This is an optimization exercise on Yosys and OpenROAD, whose aim is small area, a short achievable clock period and few clock cycles per item, not a production implementation.
At most, simulation tests tie the RTL to the original design; equivalence was not proved.
Power and IR drop assume default switching activity.

## modbus_master
module modbus_master #(
    parameter COUNT_MAX = 125
) (
    input  wire        clk,
    input  wire        rst,           
    input  wire        req_valid,
    output wire        req_ready,
    input  wire [7:0]  req_slave,
    input  wire [15:0] req_addr,
    input  wire [15:0] req_count,
    output wire        tx_valid,
    input  wire        tx_ready,
    output wire [7:0]  tx_data,
    input  wire        rx_valid,
    output wire        rx_ready,
    input  wire [7:0]  rx_data,
    input  wire        tmo,
    output wire        res_valid,
    input  wire        res_ready,
    output wire [15:0] res_data,
    output wire [2:0]  res_status,
    output wire        res_last
);
For scale: roughly 4100 cells after synthesis, about 2300 flip-flops.
==> flow/config.mk <==
export PLATFORM = sky130hd
export DESIGN_NAME = modbus_master
export DESIGN_NICKNAME = modbus_master
export VERILOG_FILES = /design/flow/design.v
export SDC_FILE = /design/flow/constraint.sdc
export NUM_CORES = 4
export LEC_CHECK = 0
export CAP_MARGIN = 20
export CORE_MARGIN = 2
export CORE_UTILIZATION = 68
export CTS_CLUSTER_DIAMETER = 75
export CTS_CLUSTER_SIZE = 30
export PLACE_DENSITY = 0.8
export SLEW_MARGIN = 20
==> flow/constraint.sdc <==
create_clock -name core_clock -period 9.0 [get_ports {clk}]
set_input_delay 1.8000 -clock core_clock [delete_from_list [all_inputs] [get_ports {clk}]]
set_output_delay 1.8000 -clock core_clock [all_outputs]
set_load 0.01 [all_outputs]
standard.sh (not shown) runs the stock make flow with config.mk's settings and CLKGATE_MAP_FILE= SYNTH_SCRIPT=/design/flow/synth_recipe.tcl, a recipe that flattens the netlist after the stock synthesis.
==> flow/flow/run.sh <==
#!/bin/bash
set -euo pipefail
bash standard.sh SETUP_SLACK_MARGIN=5.9 finish > orfs_make.log 2>&1
The starting point finished clean.
Testbench counts at the start, summed over its fixed seeds: cycles 16,705, transactions 320.
Next try:
--- a/flow/design.v
+++ b/flow/design.v
@@ -63,25 +63,26 @@
     reg  [2:0]  q_st  [0:QD-1];
     reg  [6:0]  q_cnt [0:QD-1];
     reg  [6:0]  q_s0  [0:QD-1];
     reg  [QB-1:0] qwp, qrp;
     reg  [QD-1:0] q_v;              
     reg         rd_act;             
     reg  [2:0]  rd_st;
     reg  [6:0]  rd_rem;             
     reg  [6:0]  x;                  
     reg  [8:0]  dage;               
     reg         dsat;
     reg         rv;
-    reg  [15:0] rdat;
+    reg  [15:0] rdat;               
+    reg  [15:0] rhold;              
     reg  [2:0]  rstat;
     reg         rlast;
     wire req_hs = req_valid && rdy_q;
     wire tx_hs  = txv && tx_ready;
     wire rx_hs  = rx_valid && rxr;
     reg  [16*NW-1:0] ring;
     wire [15:0] rword = ring[x*16 +: 16];
     wire        we = vq && qlo;
     always @(posedge clk)
         ring <= {ring[16*(NW-1)-1:0], we ? {hb, rxd_q} : ring[16*NW-1 -: 16]};
     wire [7:0] crc_in = inwin ? rxd_q : txd;
     reg [15:0] crc_next;
@@ -112,26 +113,33 @@
     wire lo_blk  = !al || guard;
     wire last_now = (left == 9'd1);
     wire last_nxt = rx_hs ? (left == 9'd2) : last_now;
     wire fin_blk  = !room || tq || refp;
     wire tmo_hit = inwin && tmo && !(rx_hs && last_now);
     wire win_end = inwin && (tmo_hit || (rx_hs && last_now));
     wire rdw_c = rd_act && rd_rem != 7'd0;        
     wire rds_c = rd_act && rd_rem == 7'd0;        
     wire free  = !rv || res_ready;
     wire rd_word = free && rdw_c;
     wire qne   = |q_v;
     wire pop   = qne && (!rd_act || (rds_c && free));
-    wire [7:0] xs = {1'b0, p} - {1'b0, q_s0[qrp]};
-    wire [6:0] xl = xs[7] ? xs[6:0] + NW : xs[6:0];
+    wire [6:0] p1 = (p == NW - 1) ? 7'd0 : p + 7'd1;
+    wire [QB-1:0] qrp1 = qrp + 1'b1;
+    wire [6:0] s_cur = (push && qwp == qrp) ? s0m : q_s0[qrp];
+    wire [6:0] s_nxt = (push && qwp == qrp1) ? s0m : q_s0[qrp1];
+    wire [7:0] xs_cur = {1'b0, p1} - {1'b0, s_cur};
+    wire [7:0] xs_nxt = {1'b0, p1} - {1'b0, s_nxt};
+    wire [6:0] xl_cur = xs_cur[7] ? xs_cur[6:0] + NW : xs_cur[6:0];
+    wire [6:0] xl_nxt = xs_nxt[7] ? xs_nxt[6:0] + NW : xs_nxt[6:0];
+    reg  [6:0] xlr;
     wire [6:0] x_m1 = (x == 7'd0) ? NW - 1 : x - 7'd1;
     wire [6:0] x_p1 = (x == NW - 1) ? 7'd0 : x + 7'd1;
     wire res_done = rv && res_ready && rlast;
     always @(posedge clk) begin
         if (rst) begin
             g <= 8'd0; p <= 7'd0;
             idle <= 1'b1; frz <= 1'b0; rdy_q <= 1'b0; refp <= 1'b0;
             txv <= 1'b0;
             inwin <= 1'b0; rxr <= 1'b0; tq <= 1'b0;
             w0 <= 1'b1;
             qwp <= 0; qrp <= 0; q_v <= 0;
             rd_act <= 1'b0; rv <= 1'b0;
@@ -246,36 +254,39 @@
         if (we && w0) s0m <= p;
         iage <= (we && w0) ? 9'd0 : (iage == 9'h1FF) ? iage : iage + 9'd1;
         if (push) begin
             q_st[qwp]  <= push_st;
             q_cnt[qwp] <= push_cnt;
             q_s0[qwp]  <= s0m;
         end
         if (pop) begin
             rd_st  <= q_st[qrp];
             rd_rem <= q_cnt[qrp];
         end else if (rd_word)
             rd_rem <= rd_rem - 7'd1;
-        x <= pop ? xl : rd_word ? x_m1 : x_p1;
+        x <= pop ? xlr : rd_word ? x_m1 : x_p1;
+        xlr <= pop ? xl_nxt : xl_cur;
         if (free) begin
-            rdat  <= rword;
+            rhold <= rword;
             rstat <= rdw_c ? ST_OK : rd_st;
             rlast <= !rdw_c;
         end
         if (!dv) begin
             dage <= iage + 9'd1;
             dsat <= (iage == 9'h1FF);
         end else begin
             if (dage == 9'h1FF) dsat <= 1'b1;
             if (rd_word && !dsat) dage <= (dage == 9'd0) ? 9'd0 : dage - 9'd1;
             else if (dage != 9'h1FF) dage <= dage + 9'd1;
         end
     end
     assign req_ready  = rdy_q;
     assign tx_valid   = txv;
     assign tx_data    = txd;
     assign rx_ready   = rxr;
     assign res_valid  = rv;
+    always @(posedge clk)
+        rdat <= rst ? 16'h0000 : free ? rword : rhold;
     assign res_data   = rdat;
     assign res_status = rstat;
     assign res_last   = rlast;
 endmodule
What happened: Non-clock buffer count grows by 33; routed wire length grows by 10%; synthesized area grows by about 2%; total power grows by about 4%; worst setup slack degrades by 0.23 ns.
Only the layout flow was run in the second run of this note; the RTL was not checked for function there.

-- static timing again, ports no longer ideal --
In the flow no input, the clock included, has a driving cell. The finished layouts below were timed again as built, in two steps.
Step 1: set_driving_cell puts a clkbuf_16 on clk and a buf_2 on each other input, an assumption about the parent block.
Step 2, shift: input delay + t, output delay - t, t = (earliest + latest rising clock arrival at the registers) / 2. This alone moves slack from input paths to output paths.
Three values: no drivers, after step 1, after step 2; two values: the first two.
run	t (ns)	setup WS [ns]	worst hold slack (ns)	worst setup path after step 2	worst data-port slew with drivers (ns)
the first run	0.758	5.734 / 5.664 / 5.264	0.328 / 0.328 / 0.328	input to register	0.05
the second run	0.770	5.500 / 5.500 / 5.064	0.336 / 0.336 / 0.336	input to register	0.07
After both steps setup and hold are still met in every run listed. For the first run, which loses most, drivers alone change the setup slack by -0.070 ns; drivers and shift together by -0.470 ns.
